From an optimization exercise on the open Yosys and OpenROAD flow, aimed at small area, a short achievable clock period and few clock cycles per item; shortcuts taken in it are not production practice.
At most, simulation tests tie the RTL to the original design; equivalence was not proved.
Only the layout flow was run in run 3; the RTL was not checked for function there.
Power and IR drop assume default switching activity.

<file path="design.v">
module b62_enc (
    input  wire         clk,
    input  wire         rst,
    input  wire [495:0] alpha,         
    input  wire         start,
    input  wire [15:0]  len,
    output wire         idle,
    input  wire         in_valid,
    input  wire [7:0]   in_data,
    output wire         in_ready,
    output wire         out_valid,
    output wire [7:0]   out_sym,
    output wire         out_last,
    input  wire         out_ready
);
    reg        running;      
    reg [15:0] bytes_left;   
    reg        blz;          
    reg [18:0] acc;          
    reg [4:0]  have;         
    reg        irdy;         
    reg        idle_r;
    reg        ov;           
    reg [7:0]  osym;
    reg        olast;
    wire       term = blz && (have <= 5'd6);
    wire       can  = running && (blz || (have >= 5'd6));
    wire       adv  = !ov || out_ready;
    wire       step = can && adv;
    wire [5:0] v   = acc[5:0];
    wire       cmp = (v[4:1] == 4'hF) && (!term || v[5]);
    wire [5:0] d   = cmp ? {1'b0, v[4:0]} : v;
    wire       lst = term && !cmp;
    reg [7:0] sym;
    integer k;
    always @(*) begin
        sym = 8'd0;
        for (k = 0; k < 62; k = k + 1)
            if (d == k[5:0])
                sym = sym | alpha[k*8 +: 8];
    end
    wire        ld    = irdy && in_valid;
    wire [18:0] acc_s = !step ? acc : (cmp ? (acc >> 5) : (acc >> 6));
    wire [4:0]  have_s = !step ? have : (cmp ? have - 5'd5 : have - 5'd6);
    wire [18:0] ins   = ld ? ({11'd0, in_data} << have_s) : 19'd0;
    wire [4:0]  have_n = have_s + (ld ? 5'd8 : 5'd0);
    wire [15:0] bl_n  = bytes_left - (ld ? 16'd1 : 16'd0);
    wire        blz_n = blz || (ld && (bytes_left == 16'd1));
    assign idle      = idle_r;
    assign in_ready  = irdy;
    assign out_valid = ov;
    assign out_sym   = osym;
    assign out_last  = olast;
    always @(posedge clk) begin
        if (rst) begin
            running    <= 1'b0;
            bytes_left <= 16'd0;
            blz        <= 1'b1;
            acc        <= 19'd0;
            have       <= 5'd0;
            irdy       <= 1'b0;
            idle_r     <= 1'b1;
            ov         <= 1'b0;
            osym       <= 8'd0;
            olast      <= 1'b0;
        end else if (idle_r) begin
            if (start && len != 16'd0) begin
                running    <= 1'b1;
                bytes_left <= len;
                blz        <= 1'b0;
                acc        <= 19'd0;
                have       <= 5'd0;
                irdy       <= 1'b1;
                idle_r     <= 1'b0;
            end
        end else begin
            if (step) begin
                osym  <= sym;
                olast <= lst;
                ov    <= 1'b1;
            end else if (out_ready) begin
                ov    <= 1'b0;
                if (!running)
                    idle_r <= 1'b1;
            end
            if (step && lst) begin
                running <= 1'b0;
                acc     <= 19'd0;
                have    <= 5'd0;
            end else begin
                acc     <= acc_s | ins;
                have    <= have_n;
            end
            bytes_left <= bl_n;
            blz        <= blz_n;
            irdy       <= !blz_n && (have_n < 5'd12);
        end
    end
endmodule
module b62_dec (
    input  wire         clk,
    input  wire         rst,
    input  wire [495:0] alpha,         
    input  wire         start,
    input  wire [15:0]  len,
    output wire         idle,
    input  wire         in_valid,
    input  wire [7:0]   in_sym,
    output wire         in_ready,
    output wire         out_valid,
    output wire [7:0]   out_data,
    input  wire         out_ready,
    output wire         done,
    output wire         err,
    output wire [15:0]  err_idx,
    output wire [15:0]  olen
);
    reg        idle_r;
    reg        irdy;         
    reg [15:0] rem;          
    reg        sv;
    reg [7:0]  sym;
    reg        slast;
    reg        fin;          
    reg [15:0] i;            
    reg [6:0]  acc;          
    reg [2:0]  off;
    reg        err_r;
    reg [15:0] olen_r;
    reg        done_r;
    reg [1:0]  ocnt;
    reg [7:0]  ob0, ob1;
    reg [5:0] x;
    reg       hit;
    integer k;
    always @(*) begin
        x   = 6'd0;
        hit = 1'b0;
        for (k = 0; k < 62; k = k + 1) begin
            if (alpha[k*8 +: 8] == sym) begin
                x   = x | k[5:0];
                hit = 1'b1;
            end
        end
    end
    function [3:0] bitlen;
        input [5:0] val;
        begin
            if (val[5])      bitlen = 4'd6;
            else if (val[4]) bitlen = 4'd5;
            else if (val[3]) bitlen = 4'd4;
            else if (val[2]) bitlen = 4'd3;
            else if (val[1]) bitlen = 4'd2;
            else if (val[0]) bitlen = 4'd1;
            else             bitlen = 4'd0;
        end
    endfunction
    wire [3:0]  w    = slast ? bitlen(x) : ((x[4:1] == 4'hF) ? 4'd5 : 4'd6);
    wire [12:0] sum  = {6'd0, acc} | ({7'd0, x} << off);
    wire [3:0]  off2 = {1'b0, off} + w;
    wire        full = off2[3];                  
    wire        tail = slast && (off2[2:0] != 3'd0);   
    wire [7:0]  b0   = sum[7:0];
    wire [7:0]  b1   = {3'd0, sum[12:8]};
    wire        good = hit && !err_r;
    wire [1:0]  npush = !good ? 2'd0 : ({1'b0, full} + {1'b0, tail});
    wire        pop   = (ocnt != 2'd0) && out_ready;
    wire [1:0]  left  = ocnt - {1'b0, pop};
    wire        take  = sv && (slast ? (left == 2'd0) : (left != 2'd2));
    wire [1:0]  push  = take ? npush : 2'd0;
    wire [1:0]  ocnt_n = left + push;
    wire        acc_in = in_valid && irdy;
    wire        sv_n   = acc_in || (sv && !take);
    assign idle      = idle_r;
    assign in_ready  = irdy;
    assign out_valid = (ocnt != 2'd0);
    assign out_data  = ob0;
    assign done      = done_r;
    assign err       = err_r;
    assign err_idx   = i;
    assign olen      = olen_r;
    always @(posedge clk) begin
        if (rst) begin
            idle_r <= 1'b1;
            irdy   <= 1'b0;
            rem    <= 16'd0;
            sv     <= 1'b0;
            sym    <= 8'd0;
            slast  <= 1'b0;
            fin    <= 1'b0;
            i      <= 16'd0;
            acc    <= 7'd0;
            off    <= 3'd0;
            err_r  <= 1'b0;
            olen_r <= 16'd0;
            done_r <= 1'b0;
            ocnt   <= 2'd0;
            ob0    <= 8'd0;
            ob1    <= 8'd0;
        end else if (idle_r) begin
            if (start) begin
                idle_r <= 1'b0;
                rem    <= len;
                irdy   <= (len != 16'd0);
                sv     <= 1'b0;
                slast  <= 1'b0;
                fin    <= (len == 16'd0);
                done_r <= (len == 16'd0);
                i      <= 16'd0;
                acc    <= 7'd0;
                off    <= 3'd0;
                err_r  <= 1'b0;
                olen_r <= 16'd0;
                ocnt   <= 2'd0;
            end
        end else if (done_r) begin
            done_r <= 1'b0;
            idle_r <= 1'b1;
        end else begin
            if (acc_in) begin
                sym   <= in_sym;
                slast <= (rem == 16'd1);
                rem   <= rem - 16'd1;
            end
            sv   <= sv_n;
            irdy <= (rem != 16'd0) && !(acc_in && (rem == 16'd1)) &&
                    (!sv_n || (ocnt_n != 2'd2));
            if (take) begin
                if (!err_r) begin
                    if (!hit) begin
                        err_r <= 1'b1;
                    end else begin
                        i <= i + 16'd1;
                        if (full) begin
                            acc <= {2'b00, sum[12:8]};
                            off <= off2[2:0];
                        end else begin
                            acc <= sum[6:0];
                            off <= off2[2:0];
                        end
                    end
                end
                olen_r <= olen_r + {14'd0, push};
                if (slast)
                    fin <= 1'b1;
            end
            if ((fin || (take && slast)) && (ocnt_n == 2'd0))
                done_r <= 1'b1;
            ocnt <= ocnt_n;
            if (left == 2'd0) begin
                if (push != 2'd0) ob0 <= b0;
                if (push == 2'd2) ob1 <= b1;
            end else if (pop) begin      
                ob0 <= ob1;
                if (push != 2'd0) ob1 <= b0;
            end else begin
                if (push != 2'd0) ob1 <= b0;
            end
        end
    end
endmodule
module b62_codec (
    input  wire        clk,
    input  wire        rst,
    input  wire        tt_we,
    input  wire [5:0]  tt_addr,
    input  wire [7:0]  tt_data,
    input  wire        enc_start,
    input  wire [15:0] enc_len,
    output wire        enc_idle,
    input  wire        enc_in_valid,
    input  wire [7:0]  enc_in_data,
    output wire        enc_in_ready,
    output wire        enc_out_valid,
    output wire [7:0]  enc_out_sym,
    output wire        enc_out_last,
    input  wire        enc_out_ready,
    input  wire        dec_start,
    input  wire [15:0] dec_len,
    output wire        dec_idle,
    input  wire        dec_in_valid,
    input  wire [7:0]  dec_in_sym,
    output wire        dec_in_ready,
    output wire        dec_out_valid,
    output wire [7:0]  dec_out_data,
    input  wire        dec_out_ready,
    output wire        dec_done,
    output wire        dec_err,
    output wire [15:0] dec_err_idx,
    output wire [15:0] dec_olen
);
    reg [495:0] alpha;
    always @(posedge clk) begin
        if (tt_we && tt_addr < 6'd62)
            alpha[tt_addr*8 +: 8] <= tt_data;
    end
    b62_enc u_enc (
        .clk       (clk),
        .rst       (rst),
        .alpha     (alpha),
        .start     (enc_start),
        .len       (enc_len),
        .idle      (enc_idle),
        .in_valid  (enc_in_valid),
        .in_data   (enc_in_data),
        .in_ready  (enc_in_ready),
        .out_valid (enc_out_valid),
        .out_sym   (enc_out_sym),
        .out_last  (enc_out_last),
        .out_ready (enc_out_ready)
    );
    b62_dec u_dec (
        .clk       (clk),
        .rst       (rst),
        .alpha     (alpha),
        .start     (dec_start),
        .len       (dec_len),
        .idle      (dec_idle),
        .in_valid  (dec_in_valid),
        .in_sym    (dec_in_sym),
        .in_ready  (dec_in_ready),
        .out_valid (dec_out_valid),
        .out_data  (dec_out_data),
        .out_ready (dec_out_ready),
        .done      (dec_done),
        .err       (dec_err),
        .err_idx   (dec_err_idx),
        .olen      (dec_olen)
    );
endmodule
</file>
<file path="run.sh">
#!/bin/bash
# synth_recipe.tcl (not shown) runs the flow's synth.tcl, then flattens the netlist and writes it again
# the make line also repeats each setting of config.mk as NAME=value (left out here)
make -C /OpenROAD-flow-scripts/flow DESIGN_CONFIG=/design/flow/config.mk WORK_HOME=/design/flow/orfs CLKGATE_MAP_FILE= SYNTH_SCRIPT=/design/flow/synth_recipe.tcl finish
</file>
<file path="config.mk">
export PLATFORM = sky130hd
export DESIGN_NAME = b62_codec
export DESIGN_NICKNAME = b62_codec
export VERILOG_FILES = /design/flow/design.v
export SDC_FILE = /design/flow/constraint.sdc
export NUM_CORES = 4
export LEC_CHECK = 0
export CAP_MARGIN = 20
export CORE_MARGIN = 2
export CORE_UTILIZATION = 40
export SLEW_MARGIN = 20
</file>
<file path="constraint.sdc">
create_clock -name core_clock -period 9.0 [get_ports {clk}]
set_input_delay 1.8000 -clock core_clock [delete_from_list [all_inputs] [get_ports {clk}]]
set_output_delay 1.8000 -clock core_clock [all_outputs]
set_load 0.01 [all_outputs]
</file>
==> impl_results.md, run 1 <==
- Data required, critical path: 9.48 ns
- Most common cell after layout, fill and taps aside: mux2_2
- Crit. End Element: flop
- Async set-or-reset flop fraction in the synthesized netlist: 0%
- Slew Viols, Final: 0
- DRC viols: 0
- WP data arrival: 7.72 ns
- Unrepaired setup endpoints after global routing: no
- Worst vdd ir: 119.2 uV
- CP max stage cell: dfxtp_4
- Yosys cell types: 96
- Setup tns final: 0 ns
- Clock-pin transition on the worst setup and hold timing paths: 0.06 ns
- M1 WL: 66560 um
- Total wire length: 157800 um
- Switch Pwr: 2.038 mW
- Via density: 6.502
- Synth Net Count: 3577
- Post-layout util: 45.24%
- Die height: 316.7 um
- Final hold viol count: 0
- Post-CTS Resized: 0
- Max Cap Viol: 0
- Fin nets: 3669
- Detailed Routing Iterations Pass 1: 8
- Crit-path cells: buf_4, xnor2_1, nand4_1, nor2_1, nor4b_1, nand3b_1, or3_1, o21ai_0, a31oi_1, ha_1, a21o_1, a21oi_1, inv_1, ha_1, nor2_1, nor3b_1, o31ai_2, a311oi_2, or2_1, o32ai_1
- Register area share after synthesis: 45.51%
- Layout cell share with drive strength beyond 1: 20.58%
- WP buf/inv: 2
- Routed wire per std cell: 32.13 um
- Slew Limit Headroom: 12.12%
- Num CTS Buffers: 73
- Crit path max fanout: 40
- Row count: 114
- Cts hold-fix bufs: 0
- Worst Reg-to-Reg Cells: 20
- P_int: 5.500 mW
- WL met3: 19760 um
- Commonest cells after routing, fill and taps aside: mux2_2 (499), edfxtp_1 (496), xnor2_1 (340)
- Area growth, synth to finish: 12.04%
- Min cycle time layout: 7.240 ns
- Crit path kind: reg2reg
- Switching Fraction: 27.04%
- Buffers on Ports: 127
- Core area: 96850 sq um
- Slowest Stage Delay on Critical Path: 0.97 ns
- Routability Congestion: 1.007
- Number of synthesized flops with an enable pin: 496
- Finish-stage setup viols: 0
- Maximum number of pins on one net before global-route repair: 140
- Fmax: 138.1 MHz
- Syn. warnings: 3
- Top Family by Delay on Critical Path: simple AND/OR/NAND/NOR gates
- Post-Syn Area: 39110 sq um
- Number of global-route vias before repair: 29330
- Post-synth top flop: edfxtp_1
- Reg power frac: 48.8%
- Part of the power in the clock network: 40.4%
- Comb power frac: 10.8%
- Flops & latches, synth: 641
- Antenna violations before repair: 2
- Hold Path Stages: 2
- DP Wirelength: 112700 um
- Crit path launch type: flop
- Pwr/cell area: 172.0 nW/um^2
- Antenna viol nets, final: 0
- Die area: 100300 sq um
- Gr ovfl total: 0
- DRT iter0 DRCs: 5600
- Initial cell density of the core: 40.38%
- Gr usage total: 30.81%
- WL met2: 64470 um
- Synthesized instance count: 3484
- Clk buf depth: 3
- Chip width: 316.7 um
- Highest Signal Layer: met4
- Top Ports: 128
- Min-Delay Path Class: reg2reg
- Worst-Skew Late Latency: 0.66 ns
- Final Cycle Share: 80.45%
- CTS root buf: clkbuf_16
- H-tree Lvls: 3
- Setup Buffers After CTS: 0
- Syn Area/Cell: 11.22 sq um
- Clock Skew: 0.03403 ns
- Status: finished clean
- Slew at the pin closest to its max-slew limit: 1.313 ns
- Via count: 31940
- Static leakage: 14.40 nW
- Critical Path Stages: 20
- CTS Sinks: 641
- CTS tree: done
- First-pass GRT wire length: 223500 um
==> worst paths after layout <==
check,from,end,slack (ns)
max reg2reg,u_dec.sym[1],u_dec.ob0[4],1.76
min,u_enc.bytes_left[14],u_enc.bytes_left[14],0.45
min reg2reg,u_enc.bytes_left[14],u_enc.bytes_left[14],0.45
max,u_dec.sym[1],u_dec.ob0[4],1.76
==> flip-flops by register name (all words and copies together), names as in the netlist, 2 cells and up <==
name,cells
alpha,496
u_dec.acc,7
u_dec.i,16
u_dec.ob0,8
u_dec.ob1,8
u_dec.ocnt,2
u_dec.off,3
u_dec.olen_r,16
u_dec.rem,16
u_dec.sym,8
u_enc.acc,19
u_enc.bytes_left,16
u_enc.have,5
u_enc.osym,8
==> power by group through the flow <==
stage	clock (mW)	sequential (mW)	combinational, mW
after floorplan	0	3.60	0.584
after global placement	0	3.72	0.797
after detailed placement	0	3.72	0.803
after CTS	3.08	3.66	0.805
after global routing	3.19	3.68	0.877
final	3.04	3.68	0.818
==> stage by stage <==
stage                     area [sq um]  hold WS [ns]  power (mW)  setup slack, ns  instances
final                            43820        0.4483       7.538            1.760       4912
after global routing             43810        0.4925       7.748            1.492       4911
after CTS                        43810        0.4547       7.545            1.999       4911
after detailed placement         41430        0.4468       4.521            2.012       4777
after global placement           41430        0.4407       4.516            2.141       4777
after floorplan                  39110        0.4267       4.182           0.2028       3484
==> final cells by class <==
| type | count | area (sq um) |
|---|---|---|
| Timing Repair Buffer | 204 | 1869 |
| Fill cell | 9117 | 53030 |
| Sequential cell | 641 | 17830 |
| Tap cell | 1276 | 1597 |
| Multi-Input combinational cell | 2605 | 19960 |
| Clock inverter | 35 | 314.1 |
| Clock buffer | 99 | 2059 |
| Inverter | 51 | 191.4 |
| Antenna cell | 1 | 2.502 |
==> per-layer routing <==
layer / global-route usage (%) / vias up
met1: 45.11 / 15970
met2: 43.05 / 2172
met4: 11.33 / 0
met3: 8.470 / 373
met5: 0 / -
li1: - / 13420
==> tightest hold or removal path, stage by stage, from the launching register on <==
cell,delay [ns]
dfxtp_1,0.30
nand2_1,0.05
a21oi_1,0.05
==> synthesized netlist by cell type, drive strengths merged (74+ instances only) <==
cell type	number	area (sq um)
mux2	500	5630
edfxtp	496	14890
xnor2	342	3010
nor2	272	1031
nand2	203	762.0
a22oi	184	1381
xor2	178	1559
dfxtp	145	2903
nand4	136	863.3
clkbuf	119	446.7
a21oi	104	528.0
nor4	74	469.2
==> cell families after synthesis <==
| family | synth area share [%] |
|---|---|
| buffers and inverters | 3.503 |
| adders and majority gates | 0.7423 |
| DFF | 45.51 |
| AOI/OAI and AO/OA | 11.62 |
| muxes | 15.33 |
| xor gates and xnor gates | 11.68 |
| and+or+nand+nor | 11.62 |
Testbench counts, summed over its fixed seeds: cycles 13,877, items 9,181.
==> run 2, diff against run 1 <==
--- a/design.v
+++ b/design.v
@@ -290,10 +290,15 @@
     output wire [15:0] dec_olen
 );
     reg [495:0] alpha;
-    always @(posedge clk) begin
-        if (tt_we && tt_addr < 6'd62)
-            alpha[tt_addr*8 +: 8] <= tt_data;
-    end
+    genvar g;
+    generate
+        for (g = 0; g < 62; g = g + 1) begin : g_alpha
+            always @(posedge clk) begin
+                if (tt_we && tt_addr == g)
+                    alpha[g*8 +: 8] <= tt_data;
+            end
+        end
+    endgenerate
     b62_enc u_enc (
         .clk       (clk),
         .rst       (rst),
==> impl_results.md, run 2 <==
- Status: finished clean
- Xor and xnor fraction of the mapped netlist area: 13.93% (+2.2 points)
- H-tree Lvls: 3 (unchanged)
- Clk buf depth: 3 (unchanged)
- Clock-pin transition on the worst setup and hold timing paths: 0.07 ns (about the same)
- Most common cell after layout, fill and taps aside: edfxtp_1
- WP data arrival: 7.26 ns (-0.46 ns)
- Buffers on Ports: 127 (unchanged)
- Crit path max fanout: 42 (+5.0%)
- Number of global-route vias before repair: 25440 (-13%)
- Routed wire per std cell: 31.81 um (-1.0%)
- Slew Limit Headroom: 16.80% (+4.7 points)
- Total wire length: 130700 um (-17%)
- Commonest cells after routing, fill and taps aside: edfxtp_1 (496), xnor2_1 (383), nor2_1 (286)
- Largest register FFs: 496 (unchanged)
- Data required, critical path: 9.46 ns (-0.02 ns)
- Min cycle time layout: 6.809 ns (-0.4316 ns)
- Synthesized instance count: 2845 (-18%)
- Maximum number of pins on one net before global-route repair: 88 (-37%)
- First-pass GRT wire length: 185600 um (-17%)
- Adder-Cell Fraction of Synth Area: 0.8064% (+0.064 points)
- Post-synthesis simple-gate area fraction: 13.28% (+1.7 points)
- Antenna violations before repair: 2 (unchanged)
- Cts hold-fix bufs: 0 (unchanged)
- Slew at the pin closest to its max-slew limit: 1.216 ns (-0.09678 ns)
- Fmax: 146.9 MHz (+6.3%)
- Setup tns final: 0 ns (unchanged)
- Finish-stage setup viols: 0 (unchanged)
- Top Registers: alpha x496, u_enc.acc x19
- Setup Buffers After CTS: 0 (unchanged)
- Fin cells: 4108 (-16%)
- Crit. End Element: flop
- Number of synthesized flops with an enable pin: 496 (unchanged)
- Final hold viol count: 0 (unchanged)
- Pre-CTS setup slack: 2.377 ns (+0.3653 ns)
- Syn. warnings: 3 (unchanged)
- DP Wirelength: 93130 um (-17%)
- Initial cell density of the core: 40.25% (-0.13 points)
- Clock Skew: 0.03300 ns (-0.001034 ns)
- Placed insts: 3974 (-17%)
- Max Cap Viol: 0 (unchanged)
- Die area: 84540 sq um (-16%)
- Worst-Skew Late Latency: 0.64 ns (-0.02 ns)
- Unrepaired setup endpoints after global routing: no
- Post-Syn Area: 32890 sq um (-16%)
- CP max stage cell: dfxtp_4
- Flops & latches, synth: 641 (unchanged)
- Row count: 105 (-7.9%)
- Reg with most FFs: alpha
- WP buf/inv: 3 (+1)
- Synth top area share: 45.28% (+7.2 points)
- CTS tree: done
- Syn Area/Cell: 11.56 sq um (+3.0%)
- Pwr/cell area: 182.6 nW/um^2 (+6.2%)
- Final hold slack: 0.4715 ns (+0.02316 ns)
- CTS Sinks: 641 (unchanged)
- Via count: 26570 (-17%)
- Top Family by Delay on Critical Path: simple AND/OR/NAND/NOR gates
- Main combinational cell family by area after synthesis: XOR/XNOR gates
- Tot Pwr: 6.820 mW (-9.5%)
- Filler cells: 7473 (-18%)
- Chip width: 290.8 um (-8.2%)
- Post-layout util: 45.70% (+0.46 points)
- Area growth, synth to finish: 13.53%
- Static leakage: 11.76 nW (-18%)
- Gr usage total: 30.14% (-0.67 points)
- Final setup margin: 2.191 ns (+0.4316 ns)
- Via density: 6.467 (-0.54%)
- Synth Net Count: 2936 (-18%)
- DRC viols: 0 (unchanged)
- Top Ports: 128 (unchanged)
- Post-CTS Resized: 0 (unchanged)
- DRT iter0 DRCs: 4174 (-25%)
- CTS root buf: clkbuf_16
- Min-Delay Path Class: reg2reg
- Register area share after synthesis: 54.10% (+8.6 points)
- Synth top cells by count: edfxtp_1 (496), xnor2_1 (383), nor2_1 (287)
- Synth area leader: edfxtp_1
- Detailed Routing Iterations Pass 1: 8 (unchanged)
- Yosys cell types: 89 (-7.3%)
- Post-synth top flop: edfxtp_1
- Proportion of synthesized area in mux cells: 0.8939% (-14 points)
- Core area: 81720 sq um (-16%)
- Fin area: 37340 sq um (-15%)
- Routability Congestion: 1.057 (+5.0%)
- Crit path kind: reg2reg
- Antenna viol nets, final: 0 (unchanged)
- Async set-or-reset flop fraction in the synthesized netlist: 0% (unchanged)
- Num CTS Buffers: 72 (-1.4%)
- Slowest Stage Delay on Critical Path: 1.00 ns (+0.03 ns)
- Gr ovfl total: 0 (unchanged)
- Crit path launch type: flop
- Slew Viols, Final: 0 (unchanged)
- Final Cycle Share: 75.65% (-4.8 points)
- Top-count cell post-synth: edfxtp_1
- Worst vdd ir: 120.2 uV (+0.80%)
- Die height: 290.8 um (-8.2%)
- Layout cell share with drive strength beyond 1: 7.310% (-13 points)
- Fin nets: 3069 (-16%)
- Synth top area cells: edfxtp_1 (45%), xnor2_1 (10%), dfxtp_1 (8.8%)
- Complex-gate fraction of the synthesized area: 13.33% (+1.7 points)
- Post-DP Area: 34880 sq um (-16%)
[run 2: changes by cell type in the layout (fill, tap and decap cells not counted), moves of 10 or more]
cell	delta
nand4_1	+11
and3_1	+10
mux2_2	-496
inv_1	-18
a22o_1	+29
xor2_1	-38
buf_4	-16
nand2_1	-52
a221oi_1	+29
nor4_1	-16
xnor2_1	+43
a22oi_1	-65
nor3_1	-10
nor2_1	+19
[run 2: final cells by class]
class | instances | area (sq um) | area share [%]
antenna | 1 | 2.502 | 0.006701
clock buffer | 92 | 1971 | 5.277
clock inverter | 41 | 486.7 | 1.303
inverter | 36 | 135.1 | 0.3619
multi-input combinational | 2043 | 13900 | 37.22
sequential | 641 | 17830 | 47.74
tap | 1070 | 1339 | 3.585
timing repair buffer | 184 | 1684 | 4.510
[run 2: kinds of logic after synthesis]
logic type	after synthesis
buf+inv	161
xor+xnor	523
simple gates	882
mux	29
flops	641
fa+ha+maj	20
compound gates	589
[run 2: worst paths after layout]
path                  from  cells after the start          endpoint  slack [ns]
max           u_dec.sym[5]                     25  u_dec.olen_r[15]        2.19
min          u_dec.ocnt[0]                      2     u_dec.ocnt[0]        0.47
max reg2reg   u_dec.sym[5]                     25  u_dec.olen_r[15]        2.19
min reg2reg  u_dec.ocnt[0]                      2     u_dec.ocnt[0]        0.47
[run 2: metal layers]
metal	vias to the layer above	wire length, um	global-route usage [%]	part of all wire, %
met5	-	0	0	0
met3	401	15560	7.334	12
met2	1897	56210	45.20	43
met1	13150	51210	40.50	39
met4	0	7678	15.53	5.9
li1	11120	-	-	-
[run 2: worst register-to-register path, stage by stage, from the launching register on]
cell	delay (ns)
dfxtp_4	1.00
buf_4	0.54
xnor2_1	0.13
nand4_1	0.13
o22ai_1	0.24
a211oi_1	0.54
nand2_1	0.23
nor3_1	0.44
and3_1	0.24
o31ai_1	0.07
a21oi_1	0.17
ha_1	0.19
inv_1	0.06
fa_1	0.51
inv_1	0.04
o31a_1	0.28
ha_1	0.34
nand3_1	0.09
nor2_1	0.17
ha_1	0.23
a21o_1	0.12
nand3_1	0.15
nor2_1	0.36
nand3_1	0.15
xor2_1	0.15
nor2_1	0.06
[run 2: power by group]
| part | internal [mW] | switching [mW] | total, mW |
|---|---|---|---|
| sequential | 3.22 | 0.0562 | 3.28 |
| clock | 1.85 | 1.27 | 3.11 |
| combinational | 0.145 | 0.284 | 0.430 |
| total | 5.21 | 1.61 | 6.82 |
Testbench counts of run 2, summed over its fixed seeds: cycles 13,877, items 9,181.
==> run 3, diff against run 2 <==
--- a/design.v
+++ b/design.v
@@ -40,10 +40,10 @@
                 sym = sym | alpha[k*8 +: 8];
     end
     wire        ld    = irdy && in_valid;
-    wire [18:0] acc_s = !step ? acc : (cmp ? (acc >> 5) : (acc >> 6));
-    wire [4:0]  have_s = !step ? have : (cmp ? have - 5'd5 : have - 5'd6);
-    wire [18:0] ins   = ld ? ({11'd0, in_data} << have_s) : 19'd0;
-    wire [4:0]  have_n = have_s + (ld ? 5'd8 : 5'd0);
+    wire [18:0] pre   = acc | (ld ? ({11'd0, in_data} << have) : 19'd0);
+    wire [18:0] acc_n = !step ? pre : (cmp ? (pre >> 5) : (pre >> 6));
+    wire [4:0]  have_l = have + (ld ? 5'd8 : 5'd0);
+    wire [4:0]  have_n = !step ? have_l : (cmp ? have_l - 5'd5 : have_l - 5'd6);
     wire [15:0] bl_n  = bytes_left - (ld ? 16'd1 : 16'd0);
     wire        blz_n = blz || (ld && (bytes_left == 16'd1));
     assign idle      = idle_r;
@@ -88,7 +88,7 @@
                 acc     <= 19'd0;
                 have    <= 5'd0;
             end else begin
-                acc     <= acc_s | ins;
+                acc     <= acc_n;
                 have    <= have_n;
             end
             bytes_left <= bl_n;
@@ -224,7 +224,7 @@
             end
             sv   <= sv_n;
             irdy <= (rem != 16'd0) && !(acc_in && (rem == 16'd1)) &&
-                    (!sv_n || (ocnt_n != 2'd2));
+                    (!sv_n || ({1'b0, left} + {2'd0, take} != 3'd2));
             if (take) begin
                 if (!err_r) begin
                     if (!hit) begin
@@ -240,11 +240,12 @@
                         end
                     end
                 end
-                olen_r <= olen_r + {14'd0, push};
                 if (slast)
                     fin <= 1'b1;
             end
-            if ((fin || (take && slast)) && (ocnt_n == 2'd0))
+            if (pop)
+                olen_r <= olen_r + 16'd1;
+            if (fin && (left == 2'd0))
                 done_r <= 1'b1;
             ocnt <= ocnt_n;
             if (left == 2'd0) begin
--- a/config.mk
+++ b/config.mk
@@ -8,4 +8,5 @@
 export CAP_MARGIN = 20
 export CORE_MARGIN = 2
 export CORE_UTILIZATION = 40
+export SETUP_SLACK_MARGIN = 5
 export SLEW_MARGIN = 20
==> impl_results.md, run 3 <==
- Status: finished clean
- Synth top cells by count: edfxtp_1 (496), xnor2_1 (439), nor2_1 (304)
- Synth Net Count: 2979 (+1.5%)
- Number of synthesized flops with an enable pin: 496 (unchanged)
- Ant diodes: 0 (-1)
- DRT iter0 DRCs: 4503 (+7.9%)
- Maximum number of pins on one net before global-route repair: 77 (-13%)
- Largest register FFs: 496 (unchanged)
- Yosys cell types: 85 (-4.5%)
- Worst Reg-to-Reg Cells: 23 (-8.0%)
- CTS Sinks: 641 (unchanged)
- Worst-Skew Late Latency: 0.65 ns (about the same)
- First-pass GRT wire length: 200800 um (+8.2%)
- Most common cell after layout, fill and taps aside: edfxtp_1
- Num CTS Buffers: 72 (unchanged)
- Final setup margin: 3.897 ns (+1.706 ns)
- Via density: 6.526 (+0.90%)
- WL met3: 19110 um (+23%)
- Routed wire per std cell: 34.61 um (+8.8%)
- Clk buf depth: 3 (unchanged)
- Fmax: 196.0 MHz (+33%)
- CP max stage cell: fa_1
- WL met2: 60880 um (+8.3%)
- Post-Syn Area: 32760 sq um (-0.40%)
- Setup tns final: 0 ns (unchanged)
- Die area: 84210 sq um (-0.40%)
- Critical Path Stages: 23 (-8.0%)
- Chip width: 290.2 um (-0.20%)
- Synth top area cells: edfxtp_1 (45%), xnor2_1 (12%), dfxtp_1 (8.9%)
- Number of global-route vias before repair: 25960 (+2.0%)
- Buffers on Ports: 127 (unchanged)
- Row count: 104 (-0.95%)
- Worst setup startpoint: u_dec.sym[0]
- DRC viols: 0 (unchanged)
- Synthesized instance count: 2888 (+1.5%)
- Routability Congestion: 1.018 (-3.7%)
- Layout cell share with drive strength beyond 1: 14.91% (+7.6 points)
- Min cycle time layout: 5.103 ns (-1.706 ns)
- H-tree Lvls: 3 (unchanged)
- Highest Signal Layer: met4
- Fin nets: 3218 (+4.9%)
- Pwr/cell area: 171.6 nW/um^2 (-6.0%)
- Top Family by Delay on Critical Path: compound AO/OA/AOI/OAI gates
- Synth top area share: 45.46% (+0.18 points)
- WP data arrival: 5.68 ns (-1.58 ns)
- Async set-or-reset flop fraction in the synthesized netlist: 0% (unchanged)
- Commonest cells after routing, fill and taps aside: edfxtp_1 (496), xnor2_1 (427), nor2_1 (278)
- Slew at the pin closest to its max-slew limit: 1.259 ns (+0.04261 ns)
- Crit-path cells: buf_4, buf_12, xnor2_1, nand4_1, o22ai_2, a211oi_1, nand2_2, nor3_4, o41ai_2, nand2_2, o31ai_4, ha_2, inv_2, fa_1, inv_2, o31a_1, ha_4, nor4b_4, ha_2, xnor2_2, or3_1, mux2i_1, a31o_2
- Area growth, synth to finish: 20.99%
- Initial cell density of the core: 40.54% (+0.29 points)
- Post-synth top flop: edfxtp_1
- CTS tree: done
- Final hold slack: 0.4599 ns (-0.01162 ns)
- Total wire length: 146900 um (+12%)
- Antenna violations before repair: 2 (unchanged)
- Core area: 80810 sq um (-1.1%)
- Slew Viols, Final: 0 (unchanged)
- Cts hold-fix bufs: 0 (unchanged)
- Reg with most FFs: alpha
- Top Ports: 128 (unchanged)
- Die height: 290.2 um (-0.20%)
- Final hold viol count: 0 (unchanged)
- Crit. End Element: flop
- Static leakage: 12.46 nW (+6.0%)
- Clock-pin transition on the worst setup and hold timing paths: 0.06 ns (about the same)
- Top Registers: alpha x496, u_enc.acc x19
- Final Cycle Share: 56.70% (-19 points)
- Detailed Routing Iterations Pass 1: 6 (-2)
- Gr ovfl total: 0 (unchanged)
- WP buf/inv: 4 (+1)
- Reg2Reg Launch Point: u_dec.sym[0]
- Worst setup path endpoint: u_dec.ocnt[1]
- Antenna viol nets, final: 0 (unchanged)
- Data required, critical path: 9.58 ns (+0.12 ns)
- Tot Pwr: 6.803 mW (-0.25%)
- Via count: 27700 (+4.3%)
- Min-Delay Path Class: reg2reg
- Slowest Stage Delay on Critical Path: 0.52 ns (-0.48 ns)
- Register area share after synthesis: 54.32% (+0.22 points)
- Gr usage total: 33.39% (+3.3 points)
- CTS root buf: clkbuf_16
- Top-count cell post-synth: edfxtp_1
- Syn. warnings: 3 (unchanged)
- Clock Skew: 0.02949 ns (-0.003511 ns)
- Syn Area/Cell: 11.34 sq um (-1.9%)
- Crit path kind: reg2reg
- Crit path max fanout: 15 (-64%)
- Finish-stage setup viols: 0 (unchanged)
- Worst R2R End: u_dec.ocnt[1]
- Synth area leader: edfxtp_1
- Flops & latches, synth: 641 (unchanged)
- M1 WL: 58110 um (+13%)
- Unrepaired setup endpoints after global routing: yes
- DP Wirelength: 98470 um (+5.7%)
- Reg-to-reg slack, setup: 3.90 ns (+1.71 ns)
- Slew Limit Headroom: 15.97% (-0.83 points)
- Crit path launch type: flop
- Pre-CTS setup slack: 2.627 ns (+0.2498 ns)
- Max Cap Viol: 0 (unchanged)
- Worst vdd ir: 135.8 uV (+13%)
==> run 3: cell types whose count changed in the layout (fill, tap and decap cells not counted), moves of 20 or more <==
cell	previous run	this run
a22o_1	64	32
xnor2_1	383	427
buf_4	57	120
a22oi_1	119	201
xor2_1	140	78
buf_12	2	27
nor3_1	52	32
a221oi_1	70	32
==> run 3: power by group <==
group / internal (mW) / switching (mW) / total [mW]
registers: 3.22 / 0.0507 / 3.27
logic: 0.185 / 0.343 / 0.528
clock network: 1.72 / 1.29 / 3.00
total: 5.12 / 1.68 / 6.80
==> run 3: worst register-to-register path, cell delays in order, from the launching register on <==
cell and delay, ns:
dfxtp_4 0.43, buf_4 0.15, buf_12 0.22, xnor2_1 0.16
nand4_1 0.24, o22ai_2 0.35, a211oi_1 0.13, nand2_2 0.16
nor3_4 0.07, o41ai_2 0.37, nand2_2 0.14, o31ai_4 0.08
ha_2 0.23, inv_2 0.05, fa_1 0.52, inv_2 0.04
o31a_1 0.33, ha_4 0.30, nor4b_4 0.19, ha_2 0.24
xnor2_2 0.08, or3_1 0.30, mux2i_1 0.14, a31o_2 0.12
==> run 3: stage by stage <==
step                cell area, sq um  cells  utilization [%]
floorplan                      32810   2888                -
CTS                            38570   4201            47.73
finish                         39640   4245            49.05
global route                   39640   4245            49.05
global placement               34880   4000            43.17
detailed placement             34880   4000            43.17
==> run 3: repair_timing <==
action	CTS	global route
resized for setup	112	103
endpoints found under the hold margin	0	0
buffers inserted	66	39
pin swaps	20	50
gates cloned	3	5
endpoints found under the setup margin	53	52
==> run 3: kinds of logic (layout without fill, tap and decap cells) <==
| kind of cell | Yosys count | after routing | synth area share (%) |
|---|---|---|---|
| AND/OR/NAND/NOR | 906 | 908 | 13.57 |
| flip-flops | 641 | 641 | 54.32 |
| buffers and inverters | 181 | 475 | 3.579 |
| XOR/XNOR | 519 | 519 | 13.87 |
| adder cells (fa/ha/maj) | 20 | 20 | 0.7867 |
| AO/OA/AOI/OAI | 592 | 593 | 12.73 |
| multiplexers | 29 | 29 | 1.142 |
==> run 3: metal layers <==
| layer | track usage [%] | vias up |
|---|---|---|
| met4 | 16.37 | 0 |
| met2 | 48.20 | 2164 |
| li1 | - | 11390 |
| met5 | 0 | - |
| met3 | 9.835 | 450 |
| met1 | 45.71 | 13700 |
==> run 3: how the worst min path moves through the flow <==
| stage | slack (ns) | depth (start not counted) | endpoint | from |
|---|---|---|---|---|
| 6_report | 0.46 | 2 | u_enc.acc[7] | u_enc.acc[7] |
| 3_5_place_dp | 0.45 | 2 | u_dec.acc[5] | u_dec.acc[5] |
| 2_1_floorplan | 0.43 | 2 | u_dec.acc[5] | u_dec.acc[5] |
| 4_1_cts | 0.46 | 2 | u_enc.acc[7] | u_enc.acc[7] |
| 3_3_place_gp | 0.44 | 2 | u_enc.acc[7] | u_enc.acc[7] |
| 5_1_grt | 0.48 | 2 | u_enc.acc[6] | u_enc.acc[6] |
==> run 3: final cells by class <==
class                           count  area, sq um
Multi-Input combinational cell   2069        14800
Timing Repair Buffer              305         3179
Inverter                           38        146.4
Clock buffer                       94         1988
Tap cell                         1060         1326
Sequential cell                   641        17830
Fill cell                        7155        41170
Clock inverter                     38        372.9

## separate check: timing with driven ports
The flow's constraints put no driver on any port. The routed layouts listed below were extracted and timed again, unchanged, in two steps. Step 1, drivers: a clkbuf_16 drives clk and a buf_2 each remaining input, both assumed. Step 2, shift: input delay + t, output delay - t, t = (earliest + latest rising clock arrival at the registers) / 2. This alone moves slack from input paths to output paths. a / b / c = ideal / step 1 / step 2; a / b = the first two.
| run | t (ns) | slack for setup (ns) | clock arrival spread, ns | worst slew at a driven data input, ns |
|---|---|---|---|---|
| run 1 | 0.716 | 1.760 / 1.760 / 1.760 | 0.038 / 0.039 | 0.06 |
| run 2 | 0.693 | 2.191 / 2.191 / 2.191 | 0.033 / 0.033 | 0.06 |
| run 3 | 0.703 | 3.897 / 3.897 / 3.897 | 0.032 / 0.032 | 0.05 |
After both steps every run listed still meets setup and hold.
